From an optimization exercise on the open Yosys and OpenROAD flow, aimed at small area; shortcuts taken in it are not production practice. Only simulation tests tie the RTL to the original design; equivalence was not proved. Power and IR drop assume default switching activity.

### flow/run.sh
#!/bin/bash
# synth_recipe.tcl (not shown) runs the flow's synth.tcl, then flattens the netlist and writes it again
# the make line also repeats each setting of config.mk as NAME=value (left out here)
make -C /OpenROAD-flow-scripts/flow DESIGN_CONFIG=/design/flow/config.mk WORK_HOME=/design/flow/orfs CLKGATE_MAP_FILE= SYNTH_SCRIPT=/design/flow/synth_recipe.tcl finish
### flow/config.mk
export PLATFORM = sky130hd
export DESIGN_NAME = lifi_link
export DESIGN_NICKNAME = lifi_link
export VERILOG_FILES = /design/flow/design.v
export SDC_FILE = /design/flow/constraint.sdc
export NUM_CORES = 4
export LEC_CHECK = 0
export CAP_MARGIN = 20
export CORE_MARGIN = 2
export CORE_UTILIZATION = 40
export SLEW_MARGIN = 20
export SYNTH_HIERARCHICAL = 1
### flow/constraint.sdc
create_clock -name core_clock -period 25.0 [get_ports {clk}]
set_input_delay 5.0000 -clock core_clock [delete_from_list [all_inputs] [get_ports {clk}]]
set_output_delay 5.0000 -clock core_clock [all_outputs]
set_load 0.01 [all_outputs]
### flow/design.v
module lifi_osd (
    input  wire [119:0] adc_raw,
    output wire         is_on
);
    wire n1, n2;
    lifi_fa u_n1 (adc_raw[0], adc_raw[108], adc_raw[12], n1, n2);
    wire n3, n4;
    lifi_fa u_n3 (adc_raw[24], adc_raw[36], adc_raw[48], n3, n4);
    wire n5, n6;
    lifi_fa u_n5 (adc_raw[60], adc_raw[72], adc_raw[84], n5, n6);
    wire n7, n8;
    lifi_fa u_n7 (adc_raw[96], n1, n3, n7, n8);
    wire n9 = n5 & n7;
    wire n10 = ~(adc_raw[109] ^ adc_raw[13]);
    wire n11 = adc_raw[109] | adc_raw[13];
    wire n12, n13;
    lifi_fa u_n12 (adc_raw[1], adc_raw[25], adc_raw[37], n12, n13);
    wire n14, n15;
    lifi_fa u_n14 (adc_raw[49], adc_raw[61], adc_raw[73], n14, n15);
    wire n16, n17;
    lifi_fa u_n16 (adc_raw[85], adc_raw[97], n10, n16, n17);
    wire n18, n19;
    lifi_fa u_n18 (n12, n14, n2, n18, n19);
    wire n20, n21;
    lifi_fa u_n20 (n4, n6, n16, n20, n21);
    wire n22, n23;
    lifi_fa u_n22 (n18, n8, n20, n22, n23);
    wire n24 = n9 & n22;
    wire n25 = ~(adc_raw[110] ^ adc_raw[14]);
    wire n26 = adc_raw[110] | adc_raw[14];
    wire n27, n28;
    lifi_fa u_n27 (adc_raw[26], adc_raw[2], adc_raw[38], n27, n28);
    wire n29, n30;
    lifi_fa u_n29 (adc_raw[50], adc_raw[62], adc_raw[74], n29, n30);
    wire n31, n32;
    lifi_fa u_n31 (adc_raw[86], adc_raw[98], n11, n31, n32);
    wire n33, n34;
    lifi_fa u_n33 (n13, n15, n25, n33, n34);
    wire n35, n36;
    lifi_fa u_n35 (n27, n29, n17, n35, n36);
    wire n37, n38;
    lifi_fa u_n37 (n19, n31, n33, n37, n38);
    wire n39, n40;
    lifi_fa u_n39 (n21, n35, n37, n39, n40);
    wire n41 = (n23 & n39) | (n23 & n24) | (n39 & n24);
    wire n42, n43;
    lifi_fa u_n42 (adc_raw[111], adc_raw[15], adc_raw[27], n42, n43);
    wire n44, n45;
    lifi_fa u_n44 (adc_raw[39], adc_raw[3], adc_raw[51], n44, n45);
    wire n46, n47;
    lifi_fa u_n46 (adc_raw[63], adc_raw[75], adc_raw[87], n46, n47);
    wire n48, n49;
    lifi_fa u_n48 (adc_raw[99], n26, n28, n48, n49);
    wire n50, n51;
    lifi_fa u_n50 (n30, n42, n44, n50, n51);
    wire n52, n53;
    lifi_fa u_n52 (n46, n32, n34, n52, n53);
    wire n54, n55;
    lifi_fa u_n54 (n48, n50, n36, n54, n55);
    wire n56, n57;
    lifi_fa u_n56 (n38, n52, n40, n56, n57);
    wire n58 = (n54 & n56) | (n54 & n41) | (n56 & n41);
    wire n59 = ~(adc_raw[100] ^ adc_raw[112]);
    wire n60 = adc_raw[100] | adc_raw[112];
    wire n61, n62;
    lifi_fa u_n61 (adc_raw[16], adc_raw[28], adc_raw[40], n61, n62);
    wire n63, n64;
    lifi_fa u_n63 (adc_raw[4], adc_raw[52], adc_raw[64], n63, n64);
    wire n65, n66;
    lifi_fa u_n65 (adc_raw[76], adc_raw[88], n43, n65, n66);
    wire n67, n68;
    lifi_fa u_n67 (n45, n47, n59, n67, n68);
    wire n69, n70;
    lifi_fa u_n69 (n61, n63, n49, n69, n70);
    wire n71, n72;
    lifi_fa u_n71 (n51, n65, n67, n71, n72);
    wire n73, n74;
    lifi_fa u_n73 (n53, n69, n71, n73, n74);
    wire n75, n76;
    lifi_fa u_n75 (n55, n73, n57, n75, n76);
    wire n77 = n75 & n58;
    wire n78, n79;
    lifi_fa u_n78 (adc_raw[101], adc_raw[113], adc_raw[17], n78, n79);
    wire n80, n81;
    lifi_fa u_n80 (adc_raw[29], adc_raw[41], adc_raw[53], n80, n81);
    wire n82, n83;
    lifi_fa u_n82 (adc_raw[5], adc_raw[65], adc_raw[77], n82, n83);
    wire n84, n85;
    lifi_fa u_n84 (adc_raw[89], n60, n62, n84, n85);
    wire n86, n87;
    lifi_fa u_n86 (n64, n78, n80, n86, n87);
    wire n88, n89;
    lifi_fa u_n88 (n82, n66, n68, n88, n89);
    wire n90, n91;
    lifi_fa u_n90 (n84, n86, n70, n90, n91);
    wire n92, n93;
    lifi_fa u_n92 (n72, n88, n74, n92, n93);
    wire n94, n95;
    lifi_fa u_n94 (n90, n92, n76, n94, n95);
    wire n96 = n94 & n77;
    wire n97 = ~(adc_raw[102] ^ adc_raw[114]);
    wire n98 = adc_raw[102] | adc_raw[114];
    wire n99, n100;
    lifi_fa u_n99 (adc_raw[18], adc_raw[30], adc_raw[42], n99, n100);
    wire n101, n102;
    lifi_fa u_n101 (adc_raw[54], adc_raw[66], adc_raw[6], n101, n102);
    wire n103, n104;
    lifi_fa u_n103 (adc_raw[78], adc_raw[90], n101, n103, n104);
    wire n105, n106;
    lifi_fa u_n105 (n79, n81, n83, n105, n106);
    wire n107, n108;
    lifi_fa u_n107 (n97, n99, n103, n107, n108);
    wire n109, n110;
    lifi_fa u_n109 (n105, n85, n87, n109, n110);
    wire n111, n112;
    lifi_fa u_n111 (n107, n109, n89, n111, n112);
    wire n113, n114;
    lifi_fa u_n113 (n111, n91, n93, n113, n114);
    wire n115 = (n113 & n95) | (n113 & n96) | (n95 & n96);
    wire n116 = ~(adc_raw[103] ^ adc_raw[115]);
    wire n117 = adc_raw[103] | adc_raw[115];
    wire n118, n119;
    lifi_fa u_n118 (adc_raw[19], adc_raw[31], adc_raw[43], n118, n119);
    wire n120, n121;
    lifi_fa u_n120 (adc_raw[55], adc_raw[67], adc_raw[79], n120, n121);
    wire n122, n123;
    lifi_fa u_n122 (adc_raw[7], adc_raw[91], n100, n122, n123);
    wire n124, n125;
    lifi_fa u_n124 (n102, n116, n118, n124, n125);
    wire n126, n127;
    lifi_fa u_n126 (n120, n98, n104, n126, n127);
    wire n128, n129;
    lifi_fa u_n128 (n106, n122, n124, n128, n129);
    wire n130, n131;
    lifi_fa u_n130 (n108, n110, n126, n130, n131);
    wire n132, n133;
    lifi_fa u_n132 (n128, n112, n130, n132, n133);
    wire n134 = (n132 & n114) | (n132 & n115) | (n114 & n115);
    wire n135 = ~(adc_raw[104] ^ adc_raw[116]);
    wire n136 = adc_raw[104] | adc_raw[116];
    wire n137, n138;
    lifi_fa u_n137 (adc_raw[20], adc_raw[32], adc_raw[44], n137, n138);
    wire n139, n140;
    lifi_fa u_n139 (adc_raw[56], adc_raw[68], adc_raw[80], n139, n140);
    wire n141, n142;
    lifi_fa u_n141 (adc_raw[8], adc_raw[92], n117, n141, n142);
    wire n143, n144;
    lifi_fa u_n143 (n119, n121, n135, n143, n144);
    wire n145, n146;
    lifi_fa u_n145 (n137, n139, n123, n145, n146);
    wire n147, n148;
    lifi_fa u_n147 (n125, n141, n143, n147, n148);
    wire n149, n150;
    lifi_fa u_n149 (n127, n129, n145, n149, n150);
    wire n151, n152;
    lifi_fa u_n151 (n147, n131, n149, n151, n152);
    wire n153 = (n133 & n151) | (n133 & n134) | (n151 & n134);
    wire n154, n155;
    lifi_fa u_n154 (adc_raw[105], adc_raw[117], adc_raw[21], n154, n155);
    wire n156, n157;
    lifi_fa u_n156 (adc_raw[33], adc_raw[45], adc_raw[57], n156, n157);
    wire n158, n159;
    lifi_fa u_n158 (adc_raw[69], adc_raw[81], adc_raw[93], n158, n159);
    wire n160, n161;
    lifi_fa u_n160 (adc_raw[9], n136, n138, n160, n161);
    wire n162, n163;
    lifi_fa u_n162 (n140, n154, n156, n162, n163);
    wire n164, n165;
    lifi_fa u_n164 (n158, n142, n144, n164, n165);
    wire n166, n167;
    lifi_fa u_n166 (n160, n162, n146, n166, n167);
    wire n168, n169;
    lifi_fa u_n168 (n148, n164, n150, n168, n169);
    wire n170, n171;
    lifi_fa u_n170 (n166, n152, n168, n170, n171);
    wire n172 = n170 & n153;
    wire n173, n174;
    lifi_fa u_n173 (adc_raw[106], adc_raw[10], adc_raw[118], n173, n174);
    wire n175, n176;
    lifi_fa u_n175 (adc_raw[22], adc_raw[34], adc_raw[46], n175, n176);
    wire n177, n178;
    lifi_fa u_n177 (adc_raw[58], adc_raw[70], adc_raw[82], n177, n178);
    wire n179, n180;
    lifi_fa u_n179 (adc_raw[94], n155, n157, n179, n180);
    wire n181, n182;
    lifi_fa u_n181 (n159, n173, n175, n181, n182);
    wire n183, n184;
    lifi_fa u_n183 (n177, n161, n163, n183, n184);
    wire n185, n186;
    lifi_fa u_n185 (n179, n181, n165, n185, n186);
    wire n187, n188;
    lifi_fa u_n187 (n183, n167, n185, n187, n188);
    wire n189, n190;
    lifi_fa u_n189 (n169, n187, n171, n189, n190);
    wire n191 = n189 & n172;
    wire n192, n193;
    lifi_fa u_n192 (adc_raw[107], adc_raw[119], adc_raw[11], n192, n193);
    wire n194, n195;
    lifi_fa u_n194 (adc_raw[23], adc_raw[35], adc_raw[47], n194, n195);
    wire n196, n197;
    lifi_fa u_n196 (adc_raw[59], adc_raw[71], adc_raw[83], n196, n197);
    wire n198, n199;
    lifi_fa u_n198 (adc_raw[95], n174, n176, n198, n199);
    wire n200, n201;
    lifi_fa u_n200 (n178, n192, n194, n200, n201);
    wire n202, n203;
    lifi_fa u_n202 (n196, n180, n182, n202, n203);
    wire n204, n205;
    lifi_fa u_n204 (n198, n200, n184, n204, n205);
    wire n206, n207;
    lifi_fa u_n206 (n202, n186, n204, n206, n207);
    wire n208, n209;
    lifi_fa u_n208 (n188, n206, n190, n208, n209);
    wire n210 = n208 & n191;
    wire n211 = ~(n193 ^ n195);
    wire n212 = n193 | n195;
    wire n213, n214;
    lifi_fa u_n213 (n197, n199, n201, n213, n214);
    wire n215, n216;
    lifi_fa u_n215 (n211, n203, n213, n215, n216);
    wire n217, n218;
    lifi_fa u_n217 (n205, n215, n207, n217, n218);
    wire n219 = (n217 & n209) | (n217 & n210) | (n209 & n210);
    wire n220 = ~(n212 ^ n214);
    wire n221 = n212 | n214;
    wire n222, n223;
    lifi_fa u_n222 (n216, n220, n218, n222, n223);
    wire n224 = n222 & n219;
    wire n225 = (n221 & n223) | (n221 & n224) | (n223 & n224);
    assign is_on = n225;
endmodule
module lifi_fa (input wire a, input wire b, input wire c, output wire s, output wire y);
    assign s = a ^ b ^ c;
    assign y = (a & b) | (a & c) | (b & c);
endmodule
module lifi_rx (
    input  wire       clk,
    input  wire       rst,
    input  wire       is_on,      
    input  wire       adc_ok,     
    output reg  [7:0] rx_byte,
    output reg        rx_valid,
    output wire [3:0] rx_state,
    output reg  [2:0] rx_err,
    output wire       rx_fault
);
    localparam [3:0] S_WAIT_START = 4'd0,
                     S_MEAS_START = 4'd1,
                     S_IDLE_DELAY = 4'd2,
                     S_GAP1       = 4'd3,
                     S_BIT_PRE    = 4'd4,
                     S_BIT_POST   = 4'd5,
                     S_GAP2       = 4'd6,
                     S_WAIT_STOP  = 4'd7,
                     S_MEAS_STOP  = 4'd8,
                     S_HALT       = 4'd9;
    localparam [2:0] ERR_NONE          = 3'd0,
                     ERR_START_TIMEOUT = 3'd1,
                     ERR_START_WINDOW  = 3'd2,
                     ERR_STOP_TIMEOUT  = 3'd3,
                     ERR_STOP_WINDOW   = 3'd4,
                     ERR_HW_FAULT      = 3'd5;
    reg [3:0] state;
    reg [3:0] pre;      
    reg [9:0] cnt;
    reg [8:0] shift;    
    reg [3:0] n_state;
    reg       n_load;   
    reg [8:0] n_shift;
    reg [7:0] n_byte;
    reg       n_valid;
    reg [2:0] n_err;
    wire act = (pre == 4'd0) && (state != S_HALT);
    assign rx_state = state;
    assign rx_fault = (state == S_HALT);
    wire in_window_start = (cnt >= 10'd60) && (cnt <= 10'd80);
    wire in_window_stop  = (cnt >= 10'd90) && (cnt <= 10'd110);
    wire meas_full       = (cnt >= 10'd200);
    always @* begin
        n_state = state;
        n_load  = 1'b0;
        n_shift = shift;
        n_byte  = rx_byte;
        n_valid = 1'b0;
        n_err   = rx_err;
        case (state)
            S_WAIT_START: begin
                if (cnt >= 10'd1000) begin
                    n_err   = ERR_START_TIMEOUT;
                    n_state = S_IDLE_DELAY;
                    n_load  = 1'b1;
                end else if (is_on) begin
                    n_state = S_MEAS_START;
                    n_load  = 1'b1;
                end
            end
            S_MEAS_START: begin
                if (meas_full || !is_on) begin
                    n_load = 1'b1;
                    if (in_window_start) begin
                        n_state = S_GAP1;
                    end else begin
                        n_err   = ERR_START_WINDOW;
                        n_state = S_IDLE_DELAY;
                    end
                end
            end
            S_GAP1: begin
                if (cnt[3:0] == 4'd10) begin
                    n_shift = 9'd1;
                    n_state = S_BIT_PRE;
                    n_load  = 1'b1;
                end
            end
            S_BIT_PRE: begin
                if (cnt[2:0] == 3'd5) begin
                    n_shift = {shift[7:0], is_on};
                    n_state = S_BIT_POST;
                    n_load  = 1'b1;
                end
            end
            S_BIT_POST: begin
                if (cnt[2:0] == 3'd5) begin
                    n_state = shift[8] ? S_GAP2 : S_BIT_PRE;
                    n_load  = 1'b1;
                end
            end
            S_WAIT_STOP: begin
                if (meas_full) begin
                    n_err   = ERR_STOP_TIMEOUT;
                    n_state = S_WAIT_START;
                end else if (is_on) begin
                    n_state = S_MEAS_STOP;
                    n_load  = 1'b1;
                end
            end
            S_MEAS_STOP: begin
                if (meas_full || !is_on) begin
                    if (in_window_stop && (meas_full || adc_ok)) begin
                        n_byte  = shift[7:0];
                        n_valid = 1'b1;
                        n_err   = ERR_NONE;
                    end else begin
                        n_err   = ERR_STOP_WINDOW;
                    end
                    n_state = S_WAIT_START;
                end
            end
            default: ;
        endcase
        if ((state == S_IDLE_DELAY && cnt[5:0] == 6'd50) ||
            (state == S_GAP2 && cnt[3:0] == 4'd10)) begin
            n_state = (state == S_GAP2) ? (is_on ? S_MEAS_STOP : S_WAIT_STOP)
                                        : (is_on ? S_MEAS_START : S_WAIT_START);
            n_load  = 1'b1;
        end else if (n_state == S_WAIT_START && state != S_WAIT_START) begin
            n_state = is_on ? S_MEAS_START : S_WAIT_START;
            n_load  = 1'b1;
        end
        if (!adc_ok && (state == S_WAIT_START ? cnt < 10'd1000 :
                        state == S_MEAS_START ? !meas_full :
                        state == S_MEAS_STOP  ? 1'b1 :
                        state == S_WAIT_STOP  ? 1'b1 :
                        state == S_BIT_PRE    ? cnt[2:0] == 3'd5 :
                        state == S_IDLE_DELAY ? cnt[5:0] == 6'd50 :
                        state == S_GAP2       ? cnt[3:0] == 4'd10 : 1'b0)) begin
            n_state = S_HALT;
            n_err   = ERR_HW_FAULT;
        end
    end
    always @(posedge clk) begin
        if (act) shift <= n_shift;
        if (rst) begin
            state    <= S_WAIT_START;
            pre      <= 4'd0;
            cnt      <= 10'd0;
            rx_byte  <= 8'd0;
            rx_valid <= 1'b0;
            rx_err   <= ERR_NONE;
        end else begin
            pre      <= (pre == 4'd9) ? 4'd0 : pre + 4'd1;
            rx_valid <= act & n_valid;
            if (act) begin
                state   <= n_state;
                cnt     <= (n_load ? 10'd0 : cnt) + 10'd1;
                rx_byte <= n_byte;
                rx_err  <= n_err;
            end
        end
    end
endmodule
module lifi_tx (
    input  wire       clk,
    input  wire       rst,
    input  wire [7:0] tx_data,
    input  wire       tx_valid,
    input  wire       led_ok,
    output wire       tx_ready,
    output reg        led,
    output wire [2:0] tx_state,
    output wire       tx_fault
);
    localparam [2:0] S_WAIT_INPUT  = 3'd0,
                     S_START_ON    = 3'd1,
                     S_START_GAP   = 3'd2,
                     S_BIT         = 3'd3,
                     S_PAYLOAD_GAP = 3'd4,
                     S_STOP_ON     = 3'd5,
                     S_HALT        = 3'd6;
    reg [2:0] state;
    reg [6:0] pre;      
    reg [3:0] unit;
    reg [7:0] hold;
    reg [2:0] n_state;
    reg [3:0] n_unit;
    reg       n_led;
    reg       write;    
    assign tx_ready = (state == S_WAIT_INPUT);
    assign tx_state = state;
    assign tx_fault = (state == S_HALT);
    wire boundary = (pre == 7'd0);
    always @* begin
        n_state = state;
        n_unit  = unit + 4'd1;
        n_led   = 1'b0;
        write   = 1'b0;
        case (state)
            S_WAIT_INPUT: begin
                n_unit = 4'd0;
                if (tx_valid) begin
                    n_state = S_START_ON;
                    n_led   = 1'b1;
                    write   = 1'b1;
                end
            end
            S_START_ON:
                if (unit == 4'd6) begin
                    n_state = S_START_GAP;
                    write   = 1'b1;
                end
            S_START_GAP: begin
                n_state = S_BIT;
                n_unit  = 4'd0;
                write   = 1'b1;
            end
            S_BIT:
                if (unit[2:0] == 3'd7) begin
                    n_state = S_PAYLOAD_GAP;
                    write   = 1'b1;
                end else begin
                    write   = 1'b1;
                end
            S_PAYLOAD_GAP: begin
                n_state = S_STOP_ON;
                n_led   = 1'b1;
                write   = 1'b1;
            end
            S_STOP_ON:
                if (unit == 4'd9) begin
                    n_state = S_WAIT_INPUT;
                    write   = 1'b1;
                end
            default: ;
        endcase
        if (n_state != state)
            n_unit = 4'd0;
        if (n_state == S_BIT)
            n_led = hold[~n_unit[2:0]];
        if (write && !led_ok)
            n_state = S_HALT;
    end
    wire step = tx_ready || (boundary && state != S_HALT);
    always @(posedge clk) begin
        if (tx_ready) hold <= tx_data;
        if (rst) begin
            state <= S_WAIT_INPUT;
            pre   <= 7'd0;
            unit  <= 4'd0;
            led   <= 1'b0;
        end else begin
            if (step) begin
                state <= n_state;
                unit  <= n_unit;
                if (write && led_ok) led <= n_led;
            end
            pre <= (n_state == S_WAIT_INPUT && step || pre == 7'd99) ? 7'd0 : pre + 7'd1;
        end
    end
endmodule
module lifi_link (
    input  wire         clk,
    input  wire         rst,
    input  wire [119:0] adc_raw,
    input  wire         adc_ok,
    output wire [7:0]   rx_byte,
    output wire         rx_valid,
    output wire [3:0]   rx_state,
    output wire [2:0]   rx_err,
    output wire         rx_fault,
    input  wire [7:0]   tx_data,
    input  wire         tx_valid,
    output wire         tx_ready,
    output wire         led,
    input  wire         led_ok,
    output wire [2:0]   tx_state,
    output wire         tx_fault
);
    wire is_on;
    lifi_osd u_osd (
        .adc_raw(adc_raw),
        .is_on  (is_on)
    );
    lifi_rx u_rx (
        .clk     (clk),
        .rst     (rst),
        .is_on   (is_on),
        .adc_ok  (adc_ok),
        .rx_byte (rx_byte),
        .rx_valid(rx_valid),
        .rx_state(rx_state),
        .rx_err  (rx_err),
        .rx_fault(rx_fault)
    );
    lifi_tx u_tx (
        .clk     (clk),
        .rst     (rst),
        .tx_data (tx_data),
        .tx_valid(tx_valid),
        .led_ok  (led_ok),
        .tx_ready(tx_ready),
        .led     (led),
        .tx_state(tx_state),
        .tx_fault(tx_fault)
    );
endmodule
==> summary.txt <==
per-module statistics from Yosys (local to each module, per instance), a selection:
module    cells inside  flops+latches
lifi_fa              1              0
lifi_osd            62              0
lifi_rx            283             39
lifi_tx            135             23
critical path, delay by kind of cell:
kind	cells	cell delay [ns]
AO/OA/AOI/OAI	4	1.15
buffers and inverters	1	0.43
AND/OR/NAND/NOR	10	1.88
adder cells (fa/ha/maj)	9	3.84
flip-flops by register name, summed over array words and instances (netlist names):
signal         flops
u_rx.cnt          10
u_rx.pre           4
u_rx.rx_byte       8
u_rx.rx_err        3
u_rx.rx_valid      1
u_rx.shift         9
u_rx.state         4
u_tx.hold          8
u_tx.led           1
u_tx.pre           7
u_tx.state         3
u_tx.unit          4
cell families (layout without fill, tap and decap cells):
kind of cell               after synthesis  in the layout  share of synthesized area (%)
AOI/OAI and AO/OA                      102            102                           12.3
xor gates and xnor gates                 7              7                           1.01
adders and majority gates              117            117                           36.3
buffers and inverters                   71            217                           5.30
DFF                                     62             62                           23.4
muxes                                   12             12                           2.24
and+or+nand+nor                        206            206                           19.5
where the power goes:
group / internal, mW / switching, mW
combinational: 0.193 / 0.224
sequential: 0.121 / 0.0248
clock: 0.0789 / 0.0435
worst min path at each step:
| stage | startpoint | endpoint | slack (ns) | cells past startpoint |
|---|---|---|---|---|
| global placement | u_tx.pre[0] | u_tx.pre[0] | 0.44 | 1 |
| finish | u_tx.pre[0] | u_tx.pre[0] | 0.46 | 1 |
| CTS | u_tx.pre[0] | u_tx.pre[0] | 0.47 | 1 |
| detailed placement | u_tx.pre[0] | u_tx.pre[0] | 0.45 | 1 |
| floorplan | u_tx.pre[0] | u_tx.pre[0] | 0.43 | 1 |
| global route | u_tx.pre[0] | u_tx.pre[0] | 0.51 | 1 |
area by class of cell:
cell class	instances	area, sq um	share of cell area (%)
Inverter	44	165	2.07
Sequential cell	62	1410	17.7
Clock buffer	11	243	3.04
Multi-Input combinational cell	444	4310	54.0
Clock inverter	4	47.5	0.596
Timing Repair Buffer	158	1570	19.7
Tap cell	184	230	2.88
stage by stage:
| step | power, mW | util [%] |
|---|---|---|
| floorplan | 0.455 | - |
| global placement | 0.558 | 52.5 |
| detailed placement | 0.565 | 52.5 |
| CTS | 0.693 | 54.5 |
| global route | 0.750 | 54.5 |
| finish | 0.685 | 54.5 |
cell usage after synthesis (3+ instances only):
master / n / area (sq um)
o21ai_1: 3 / 15.0
a211oi_1: 3 / 22.5
mux2i_1: 9 / 90.1
o211ai_1: 3 / 22.5
nor2_1: 49 / 184
nand2_1: 38 / 143
and3b_1: 3 / 26.3
clkbuf_8: 3 / 41.3
nor2b_1: 6 / 37.5
ha_1: 20 / 250
edfxtp_1: 17 / 510
nand3b_1: 6 / 45.0
buf_2: 12 / 60.1
o2111ai_1: 3 / 26.3
a22oi_1: 3 / 22.5
nand3_1: 24 / 120
dfxtp_1: 45 / 901
xnor2_1: 5 / 43.8
or2_2: 3 / 18.8
a32oi_1: 5 / 43.8
clkbuf_1: 10 / 37.5
a311oi_1: 3 / 26.3
nor3b_1: 5 / 37.5
o21ai_0: 11 / 55.1
nand2b_1: 3 / 18.8
fa_1: 97 / 1940
nand4_1: 7 / 43.8
and3_1: 6 / 37.5
a31oi_1: 14 / 87.6
a2bb2oi_1: 3 / 26.3
and2_1: 12 / 75.1
nor4_1: 5 / 31.3
inv_1: 44 / 165
nor3_1: 9 / 45.0
a21oi_1: 22 / 110
a21boi_0: 3 / 22.5
routing by layer:
metal / up-vias / wire, microns
li1: 2317 / -
met1: 2393 / 6230
met2: 153 / 7380
met3: 20 / 679
met4: 0 / 277
met5: - / 0
==> summary.txt <==
Outcome
  – Status: finished clean

Clocking
  – PostCTS Resize Cnt: 0
  – CTS tree: done
  – CTS clk-pin slew, worst paths: 0.06 ns
  – Skew-Pair Late Insertion Delay: 0.33 ns
  – Post-CTS setup buffers: 0
  – Hold buffers post-CTS: 0
  – Number of CTS-inserted buffers: 9
  – H-tree Lvls: 3
  – CTS sink count: 62
  – Deepest clock path buffer count: 2
  – CTS root buffer: clkbuf_16

Timing
  – Clock skew: 0.0106 ns
  – Setup TNS: 0 ns
  – Unrepaired setup endpoints after global routing: false
  – Slew @ Worst Pin: 0.787 ns
  – Worst rel slew slack: 47.4%
  – Slew Limit Fails: 0
  – Hold_ws: 0.463 ns
  – Max Clk Rate: 0.0832 GHz
  – Minimum clock period: 12.02 ns
  – Final setup viols: 0
  – Crit share post-route: 48.1%
  – Endpoints failing hold: 0
  – Setup ws final: 12.98 ns

Synthesis
  – Unique cell type count in the Yosys netlist: 89
  – Async set-reset flop share out of synthesis: 0%
  – Seq/Total Area, Yosys: 23.4%
  – YS warnings: 8
  – Main synth FF type: dfxtp_1
  – Mapped cell area: 0.00604 sq mm
  – Mapped Cells: 577
  – Post-Syn Area per Cell: 10.5 sq um
  – Post-Syn Nets: 827
  – Post-synthesis register bit count: 62
  – Post-synth EDFFs: 17

Placement
  – GP Congestion: 0.859
  – Placed Cells: 892
  – DP HPWL: 11800 microns
  – IO Port Bufs: 155
  – Placed Area: 0.00769 sq mm
  – Pre-CTS setup slack: 12.59 ns

GRT
  – Initial antenna violation count: 0
  – GR Util met2: 33.1%
  – GR Util All Layers: 18.8%
  – GRT Max-Usage Layer: met2
  – Global-route wire length before repair: 24500 microns
  – Total gr overflow: 0
  – M3 GR Usage: 3.42%
  – Largest net degree at the start of global routing: 41
  – Vias in the first global route: 5146
  – GRT met1 Usage: 23.7%

Setup path
  – Worst endpoint required time: 25.26 ns
  – CP Launch Type: input pin
  – Worst Path Arrival: 12.28 ns
  – CP max FO: 17
  – Worst reg2reg endpoint: u_rx.cnt[6]
  – CP most frequent cell: fa_1
  – Worst Setup End Kind: flip-flop
  – Critical-path cell list: clkdlybuf4s50_1 -> fa_1 -> fa_1 -> fa_1 -> fa_1 -> fa_1 -> fa_1 -> fa_1 -> fa_1 -> nand4_2 -> nor4b_2 -> nand4_1 -> nand3_1 -> a32oi_1 -> a2111oi_2 -> nor3_1 -> a21boi_4 -> and2_1 -> ha_1 -> nand3_1 -> or2_2 -> nor3_1 -> nand2_1 -> a31oi_1
  – CP endpoint: u_rx.cnt[6]
  – WS Path Type: in -> reg
  – Slowest cell on the critical path: fa_1
  – FF-to-FF Start: u_rx.state[2]
  – Worst R2R Path Depth: 12
  – CP max stage delay: 0.58 ns
  – Reg-to-reg slack, setup: 21.41 ns
  – CP startpoint: adc_raw[54]

Route
  – DR vias: 4883
  – Post-DRT Antenna Nets: 0
  – Iteration-0 DRC Markers: 410
  – WL per Instance: 16.1 microns
  – Residual DRC: 0
  – Via/cell ratio: 5.38
  – Total routed wirelength: 14600 microns
  – 1st-pass router iterations: 5

Floorplan
  – Die width: 127 microns
  – Starting density of the core: 41.3%
  – Std-Cell Rows: 44
  – Die height: 127 microns
  – I/O Pins: 156
  – Die area: 0.0161 sq mm
  – Core area: 0.0146 sq mm

Pwr
  – PwrDens: 85.8 mW/mm^2
  – Peak supply drop: 0.0000434 V
  – Pleak: 3.02 nW

Final layout
  – Antenna diodes: 0
  – Area Overhead vs Synth: 32.1%
  – Final net count: 969
  – Fillers: 1320
  – Commonest non-fill, non-tap cell in the layout: clkdlybuf4s50_1
  – Most frequent cells in the layout: 155 x clkdlybuf4s50_1, 97 x fa_1, 49 x nor2_1
  – Finished Layout Cells: 907
  – Final instance area: 0.00798 sq mm
  – Share of cells above drive strength 1: 6.50%

Flow run
  – MaxCap Viol Count: 0

Min path
  – Min-delay worst type: reg -> reg

[re-timing with driven ports]
Ports are ideal in the flow. The routed layout listed here was re-timed in OpenROAD. Step 1 sets driving cells, clkbuf_16 on the clock port and buf_2 on the other inputs (assumed; they add their load-dependent delay and slew). Step 2 also shifts input and output timing later by t, the mid clock arrival at the registers, as if the neighbouring blocks saw the same clock. Three values: ideal, step 1, step 2; two values: the first two.
t (ns): 0.362
setup WS [ns]: 12.976 / 12.993 / 12.630
hold WS [ns]: 0.463 / 0.463 / 0.463
latest minus earliest clock arrival (ns): 0.011 / 0.011
worst data-port slew with drivers (ns): 0.06
After both steps setup and hold are still met in this run. The setup slack of this run moves by +0.017 ns with the drivers and by -0.346 ns with both steps.
